What follows belongs to an exercise in optimizing a design on an open flow for small area and a short achievable clock period; a production flow would make more cautious choices.
In this exercise RTL edits were held to simulation tests only and were not proved equivalent to the original.
No activity file was given, so power comes from the tool's default toggle rates.

===== design/flow/config.mk =====
export PLATFORM = sky130hd
export DESIGN_NAME = vga_anim
export DESIGN_NICKNAME = vga_anim
export VERILOG_FILES = /design/flow/design.v
export SDC_FILE = /design/flow/constraint.sdc
export NUM_CORES = 4
export LEC_CHECK = 0
export CAP_MARGIN = 20
export CORE_MARGIN = 2
export CORE_UTILIZATION = 40
export SLEW_MARGIN = 20

===== design/flow/constraint.sdc =====
create_clock -name core_clock -period 10.0 [get_ports {clk}]
set_input_delay 2.0000 -clock core_clock [delete_from_list [all_inputs] [get_ports {clk}]]
set_output_delay 2.0000 -clock core_clock [all_outputs]
set_load 0.01 [all_outputs]

===== design/flow/design.v =====
module vga_anim #(
    parameter FP_CYC          = 4,
    parameter SYNC_CYC        = 8,
    parameter BP_CYC          = 4,
    parameter LINE_CYC        = 84,
    parameter VIS_LINES       = 48,
    parameter TOTAL_LINES     = 54,
    parameter VS_ON_LINE      = 50,
    parameter VS_OFF_LINE     = 52,
    parameter GW              = 16,
    parameter GH              = 16,
    parameter DWELL_CYC       = 4,
    parameter OFFSET_STEP     = 4,
    parameter OFFSET_BOUND    = 16,
    parameter GRID_INIT_COLOR = 8'h00,
    parameter HSYNC_ACTIVE_LOW = 1,
    parameter VSYNC_ACTIVE_LOW = 1
) (
    input  wire        clk,
    input  wire        rst,           
    input  wire [15:0] script_len,    
    output wire [15:0] script_addr,   
    input  wire [47:0] script_data,   
    output wire        hsync_pin,
    output wire        vsync_pin,
    output wire [5:0]  color,
    output wire [2:0]  fault_code
);
    localparam A_CYC      = FP_CYC;
    localparam B_CYC      = FP_CYC + SYNC_CYC;
    localparam C_CYC      = FP_CYC + SYNC_CYC + BP_CYC;
    localparam E_CYC      = C_CYC + GW * DWELL_CYC;
    localparam LPR        = VIS_LINES / GH;
    localparam GRID_CELLS = GW * GH;
    localparam HCW = $clog2(LINE_CYC);                   
    localparam LNW = $clog2(TOTAL_LINES);                
    localparam GAW = $clog2(GRID_CELLS + GW * LPR + GW);  
    localparam ST_IDLE  = 2'd0;
    localparam ST_PAINT = 2'd1;
    localparam ST_FAULT = 2'd2;
    localparam F_NONE         = 3'd0;
    localparam F_RECT_X_ORDER = 3'd1;
    localparam F_RECT_Y_ORDER = 3'd2;
    localparam F_RECT_X_RANGE = 3'd3;
    localparam F_RECT_Y_RANGE = 3'd4;
    localparam F_TICK_OVERRUN = 3'd5;
    reg [HCW-1:0] hc;
    reg [LNW-1:0] line;
    reg [GAW-1:0] row_base;
    reg        vs;
    reg [7:0]  pix;
    reg [5:0]  col_k;      
    reg [5:0]  dwell;      
    wire line_end  = (hc == LINE_CYC - 1);
    wire visible   = (line < VIS_LINES);
    wire in_window = (hc >= C_CYC) && (hc < E_CYC);
    wire [LNW-1:0] next_line = (line == TOTAL_LINES - 1) ? {LNW{1'b0}} : line + 1'b1;
    wire       first_sample = (hc == C_CYC - 1);
    wire       next_sample  = in_window && (dwell == DWELL_CYC - 1) && (col_k < GW - 1);
    wire       do_sample    = visible && (first_sample || next_sample);
    wire [5:0] sample_k     = first_sample ? 6'd0 : col_k + 6'd1;
    wire [GAW-1:0] read_addr = row_base + sample_k;
    wire [7:0] grid_rdata;
    always @(posedge clk) begin
        if (rst) begin
            hc       <= {HCW{1'b0}};
            line     <= {LNW{1'b0}};
            row_base <= {GAW{1'b0}};
            vs       <= 1'b0;
            pix      <= 8'd0;
            col_k    <= 6'd0;
            dwell    <= 6'd0;
        end else begin
            hc <= line_end ? {HCW{1'b0}} : hc + 1'b1;
            if (line_end) begin
                line     <= next_line;
                row_base <= (next_line / LPR) * GW;
            end
            if (hc == C_CYC - 1) begin
                if (line == VS_ON_LINE)  vs <= 1'b1;
                if (line == VS_OFF_LINE) vs <= 1'b0;
            end
            if (first_sample) begin
                col_k <= 6'd0;
                dwell <= 6'd0;
            end else if (in_window) begin
                if (dwell == DWELL_CYC - 1) begin
                    dwell <= 6'd0;
                    col_k <= col_k + 6'd1;
                end else begin
                    dwell <= dwell + 6'd1;
                end
            end
            if (do_sample)
                pix <= grid_rdata;
        end
    end
    wire hs_log  = !rst && (hc >= A_CYC) && (hc < B_CYC);
    wire vs_log  = !rst && vs;
    assign hsync_pin = hs_log ^ (HSYNC_ACTIVE_LOW != 0);
    assign vsync_pin = vs_log ^ (VSYNC_ACTIVE_LOW != 0);
    assign color     = (!rst && visible && in_window) ? pix[5:0] : 6'd0;
    reg [LNW-1:0] ftc;
    wire tick = line_end && (ftc == TOTAL_LINES - 1);
    always @(posedge clk) begin
        if (rst)
            ftc <= {LNW{1'b0}};
        else if (line_end)
            ftc <= (ftc == TOTAL_LINES - 1) ? {LNW{1'b0}} : ftc + 1'b1;
    end
    reg [1:0]  ai_st;
    reg [15:0] idx;
    reg [7:0]  wr;
    reg [7:0]  off;
    reg [7:0]  px, py, rx1, rx2, ry2, rcol;
    reg [2:0]  fcode;
    wire [16:0] n_ext = {1'b0, idx} + 17'd1;
    wire        n_end = (n_ext >= {1'b0, script_len});
    wire [15:0] n_idx = n_ext[15:0];
    wire [15:0] j_idx = n_end ? 16'd0 : n_idx;
    assign script_addr = rst ? 16'd0 : (ai_st == ST_PAINT) ? j_idx : idx;
    wire [7:0] s_x1   = script_data[7:0];
    wire [7:0] s_y1   = script_data[15:8];
    wire [7:0] s_x2   = script_data[23:16];
    wire [7:0] s_y2   = script_data[31:24];
    wire [7:0] s_col  = script_data[39:32];
    wire [7:0] s_wait = script_data[47:40];
    wire [8:0] ld_x1 = {1'b0, s_x1} + {1'b0, off};
    wire [8:0] ld_x2 = {1'b0, s_x2} + {1'b0, off};
    wire [2:0] ld_fault = (s_x1 > s_x2)  ? F_RECT_X_ORDER :
                          (s_y1 > s_y2)  ? F_RECT_Y_ORDER :
                          (ld_x2 >= GW)  ? F_RECT_X_RANGE :
                          (s_y2 >= GH)   ? F_RECT_Y_RANGE : F_NONE;
    wire [8:0] off_sum  = {1'b0, off} + OFFSET_STEP;
    wire [7:0] off_next = (off_sum >= OFFSET_BOUND) ? 8'd0 : off_sum[7:0];
    wire        grid_we = (ai_st == ST_PAINT) && !tick && !rst;
    wire [GAW-1:0] grid_wa = py * GW + px;
    always @(posedge clk) begin
        if (rst) begin
            ai_st <= ST_IDLE;
            idx   <= 16'd0;
            wr    <= s_wait;           
            off   <= 8'd0;
            px    <= 8'd0;
            py    <= 8'd0;
            rx1   <= 8'd0;
            rx2   <= 8'd0;
            ry2   <= 8'd0;
            rcol  <= 8'd0;
            fcode <= F_NONE;
        end else begin
            case (ai_st)
                ST_IDLE: begin
                    if (tick) begin
                        if (wr != 8'd0) begin
                            wr <= wr - 8'd1;
                        end else if (ld_fault != F_NONE) begin
                            ai_st <= ST_FAULT;
                            fcode <= ld_fault;
                        end else begin
                            rx1   <= ld_x1[7:0];
                            rx2   <= ld_x2[7:0];
                            ry2   <= s_y2;
                            rcol  <= s_col;
                            px    <= ld_x1[7:0];
                            py    <= s_y1;
                            ai_st <= ST_PAINT;
                        end
                    end
                end
                ST_PAINT: begin
                    if (tick) begin
                        ai_st <= ST_FAULT;
                        fcode <= F_TICK_OVERRUN;
                    end else if (px < rx2) begin
                        px <= px + 8'd1;
                    end else if (py < ry2) begin
                        px <= rx1;
                        py <= py + 8'd1;
                    end else if (!n_end && s_wait == 8'd0) begin
                        idx <= n_idx;
                        if (ld_fault != F_NONE) begin
                            ai_st <= ST_FAULT;
                            fcode <= ld_fault;
                        end else begin
                            rx1  <= ld_x1[7:0];
                            rx2  <= ld_x2[7:0];
                            ry2  <= s_y2;
                            rcol <= s_col;
                            px   <= ld_x1[7:0];
                            py   <= s_y1;
                        end
                    end else begin
                        idx   <= j_idx;
                        wr    <= s_wait;
                        off   <= off_next;
                        ai_st <= ST_IDLE;
                    end
                end
                default: ;  
            endcase
        end
    end
    assign fault_code = fcode;
    wire [8*GRID_CELLS-1:0] grid_flat;
    genvar g;
    generate
        for (g = 0; g < GRID_CELLS; g = g + 1) begin : g_cell
            reg [7:0] q;
            always @(posedge clk) begin
                if (rst)
                    q <= GRID_INIT_COLOR;
                else if (grid_we && grid_wa == g)
                    q <= rcol;
            end
            assign grid_flat[8*g +: 8] = q;
        end
    endgenerate
    assign grid_rdata = grid_flat[8*read_addr +: 8];
endmodule

===== design/flow/run.sh =====
#!/bin/bash
# synth_recipe.tcl (not shown) runs the flow's synth.tcl, then flattens the netlist and writes it again
# the make line also repeats each setting of config.mk as NAME=value (left out here)
make -C /OpenROAD-flow-scripts/flow DESIGN_CONFIG=/design/flow/config.mk WORK_HOME=/design/flow/orfs CLKGATE_MAP_FILE= SYNTH_SCRIPT=/design/flow/synth_recipe.tcl finish

==> run summary <==
============================================================================
Global-route total usage across every layer                           27.96%
Via count of the first global-routing pass                             69822
Worst setup skew after layout                                       27.93 ps
Slew of the pin with the lowest slew margin                          1225 ps
Final cell count without fillers                                       12026
Count of flip-flops with a built-in enable after synthesis                 8
Cell count after placement                                             11684
Maximum operating frequency                                       0.1254 GHz
Vias post-DR                                                           74093
Clock sink total                                                        1660
TritonCTS Buffers                                                        182
Detailed-placement wirelength estimate                             167000 um
Root buffer cell                                                   clkbuf_16
Area of the die                                                   195700 um2
Post-CTS setup buffer count                                                0
Via density per instance                                               6.161
Most area-hungry cell type in the Yosys netlist                      dfxtp_1
Arrival @ worst endpoint                                             5970 ps
Number of nets in the layout                                            9511
Clock period minus worst slack                                       7972 ps
Number of max-cap violations                                               0
Power per Cell Area                                             161.0 nW/um2
Worst-path maximum fanout                                                 17
DRC violation count after routing                                          0
Ys async rst share                                                        0%
First DRT Iteration DRCs                                                8962
Detailed-route wire length per cell                                 23.75 um
Critical Path Source Type                                               flop
Skew-Pair Late Insertion Delay                                        840 ps
Global-route wire length before repair                             432100 um
Number of nets in the synthesized netlist                              10084
Drt pass-1 iters                                                           8
Critical path required time                                          8000 ps
Overflow after GRT                                                         0
CP Capture Type                                                  output port
Distinct cell type count after synthesis                                  97
Y dimension of the die                                              442.4 um
Post-DRT Antenna Nets                                                      0
RSZ-0062 raised after global routing                                      no
Cell area after synthesis                                          76860 um2
Critical path start-end classification                          flop to output port
Row count                                                                160
Clock-pin transition on the worst setup and hold timing paths          60 ps
Final Cell Area                                                    84570 um2
Max clock buf depth                                                        3
Fin. max-slew vios                                                         0
Finish-stage setup viols                                                   0
Post-route clock period utilization                                   79.72%
Post-cts sizing count                                                      0
Syn Inst Count                                                          9932
Buffers added on ports                                                    90
Core footprint                                                    190600 um2
Worst slew slack as a fraction of its limit                           18.12%
Number of buffers inserted by hold repair at cts                           0
Cell types occupying the most area after synthesis              dfxtp_1 (43%), a21oi_1 (12%), o21ai_0 (11%)
Most common flop cell mapped by yosys                                dfxtp_1
Total of flip-flops plus latches after synthesis                        1660
Synthesis warning total                                                    1
Worst IR Drop VDD                                                  0.1863 mV
Number of hold-slack violations in the final timing report                 0
Layout-stage area growth over the synthesis result                    10.02%
Status                                      no timing/DRC/antenna violations
Mean cell area of the mapped netlist                               7.739 um2
Final Util                                                            44.37%
Final routed wirelength across all metal layers                    285700 um
Cell Area, Placed                                                  78600 um2
Routability-driven placement congestion ratio                         0.9024
H-tree levels                                                              4
Number of I/O pins                                                        93
Top cell type's share of synthesized area                             43.03%
Share of synthesized area occupied by flip-flops and latches          43.34%
Effective utilization at floorplan                                    40.33%
Overall die width                                                   442.4 um
Largest net degree at the start of global routing                        216
Total negative slack for setup checks                                   0 ps
Leak Pwr                                                            26.38 nW
Fraction of final layout cells sized beyond drive strength 1          7.292%
Min-delay worst type                                            flop to flop
Initial antenna violation count                                           12
CTS tree                                                               built
============================================================================
[state kept, by name, summed over array words and instances (netlist names), 2 cells and up]
name	cells
ai_st	2
col_k	6
dwell	6
fcode	3
ftc	6
g_cell.q	1536
hc	7
idx	16
line	6
off	6
pix	6
px	8
py	8
rcol	6
row_base	5
rx1	8
rx2	8
ry2	8
wr	8
[layer usage]
layer | up-vias | track usage [%] | share of wire (%)
li1 | 33795 | - | -
met1 | 36031 | 37.26 | 41
met3 | 719 | 5.618 | 9.4
met5 | - | 0 | 0.021
met4 | 6 | 13.32 | 4.7
met2 | 3542 | 43.27 | 45
[path summary, 6_finish.rpt]
| check | from | end | slack (ps) | cells past startpoint |
|---|---|---|---|---|
| worst max-delay path | idx[0]$_SDFFE_PP0P_ | script_addr[12] | 2030 | 17 |
| worst min-delay path | ry2[4]$_SDFFE_PP0P_ | ry2[4]$_SDFFE_PP0P_ | 450 | 2 |
| worst max register to register | hc[4]$_SDFF_PP0_ | pix[0]$_SDFFE_PP0P_ | 4180 | 13 |
| worst min register to register | ry2[4]$_SDFFE_PP0P_ | ry2[4]$_SDFFE_PP0P_ | 450 | 2 |
[through the flow]
| stage | total power, mW | hold slack, ps | worst slack [ps] |
|---|---|---|---|
| after global routing | 13.96 | 483.8 | 1581 |
| after detailed placement | 7.021 | 444.4 | 2278 |
| after floorplan | 6.934 | 416.7 | 3564 |
| after CTS | 13.68 | 453.3 | 1974 |
| final | 13.62 | 451.1 | 2028 |
| after global placement | 7.017 | 434.3 | 2200 |
[Yosys cell counts, types with 64 or more instances]
| master | n |
|---|---|
| nand2_1 | 1947 |
| a21oi_1 | 1781 |
| o21ai_0 | 1684 |
| dfxtp_1 | 1652 |
| clkbuf_1 | 784 |
| nor2_1 | 425 |
| mux4_2 | 155 |
| buf_2 | 131 |
| nand3_1 | 109 |
| nor3_1 | 106 |
| o22ai_1 | 104 |
| mux2i_1 | 86 |
| ha_1 | 84 |
| inv_1 | 67 |
| o221ai_1 | 64 |
[cells in the final DEF, fill, tap and decap left out, drive strengths merged, types with 60 or more instances in the layout]
| cell | n |
|---|---|
| mux2i | 86 |
| nand2 | 1947 |
| o22ai | 104 |
| nand3 | 110 |
| mux4 | 155 |
| nor3 | 107 |
| nor2 | 426 |
| o21ai | 1691 |
| o221ai | 64 |
| inv | 79 |
| a211oi | 60 |
| clkdlybuf4s50 | 89 |
| clkbuf | 281 |
| dfxtp | 1652 |
| a21oi | 1782 |
| ha | 84 |
| buf | 146 |
[critical path, stage by stage (launching register included)]
cell	delay, ps
dfxtp_1	460
ha_1	290
and3_1	350
nand3_1	160
nor3_1	540
nand3_1	170
xor2_1	240
inv_1	70
ha_1	290
nand2_1	110
o21ba_2	160
o31ai_1	350
nand4b_1	480
nor3_1	280
buf_4	270
a21oi_1	100
a31oi_1	230
clkdlybuf4s50_1	580
[cell type report]
| type | instances | area [um2] |
|---|---|---|
| clock buffers | 280 | 5435 |
| diodes | 11 | 27.53 |
| repair buffers | 236 | 2272 |
| clock inverters | 49 | 464.2 |
| inverters | 72 | 277.8 |
| flip-flops and latches | 1660 | 33340 |
| multi-input cells | 7207 | 39610 |
| fillers | 18935 | 106000 |
| well taps | 2511 | 3142 |
[where the power goes]
part | switching (mW) | total, mW | internal, mW
Combinational | 0.199 | 0.253 | 0.0535
Clock | 2.87 | 6.74 | 3.87
Sequential | 0.00614 | 6.63 | 6.62
Total | 3.08 | 13.6 | 10.5
[logic make-up after synthesis]
kind of cell / after synthesis / synth area share [%]
multiplexers: 259 / 5.925
AND/OR/NAND/NOR: 2759 / 14.48
adder cells (fa/ha/maj): 87 / 1.432
XOR/XNOR: 70 / 0.8074
flip-flops: 1660 / 43.34
AO/OA/AOI/OAI: 4032 / 28.42
buffers and inverters: 1065 / 5.595

static timing again, ports no longer ideal:
Ports are ideal in the flow. The routed layout listed here was re-timed in OpenROAD.
Step 1: set_driving_cell puts a clkbuf_16 on clk and a buf_2 on each other input, an assumption about the parent block.
Step 2, shift: input delay + t, output delay - t, t = (earliest + latest rising clock arrival at the registers) / 2. This alone moves slack from input paths to output paths.
Slacks: no drivers / after step 1 / after step 2; pairs: no drivers / after step 1.
t (ns): 0.920
setup slack, ns: 2.028 / 1.941 / 2.182
worst data-port slew with drivers (ns): 0.05
After both steps setup and hold are still met in this run. For this run, drivers alone change the setup slack by -0.087 ns; drivers and shift together by +0.154 ns.
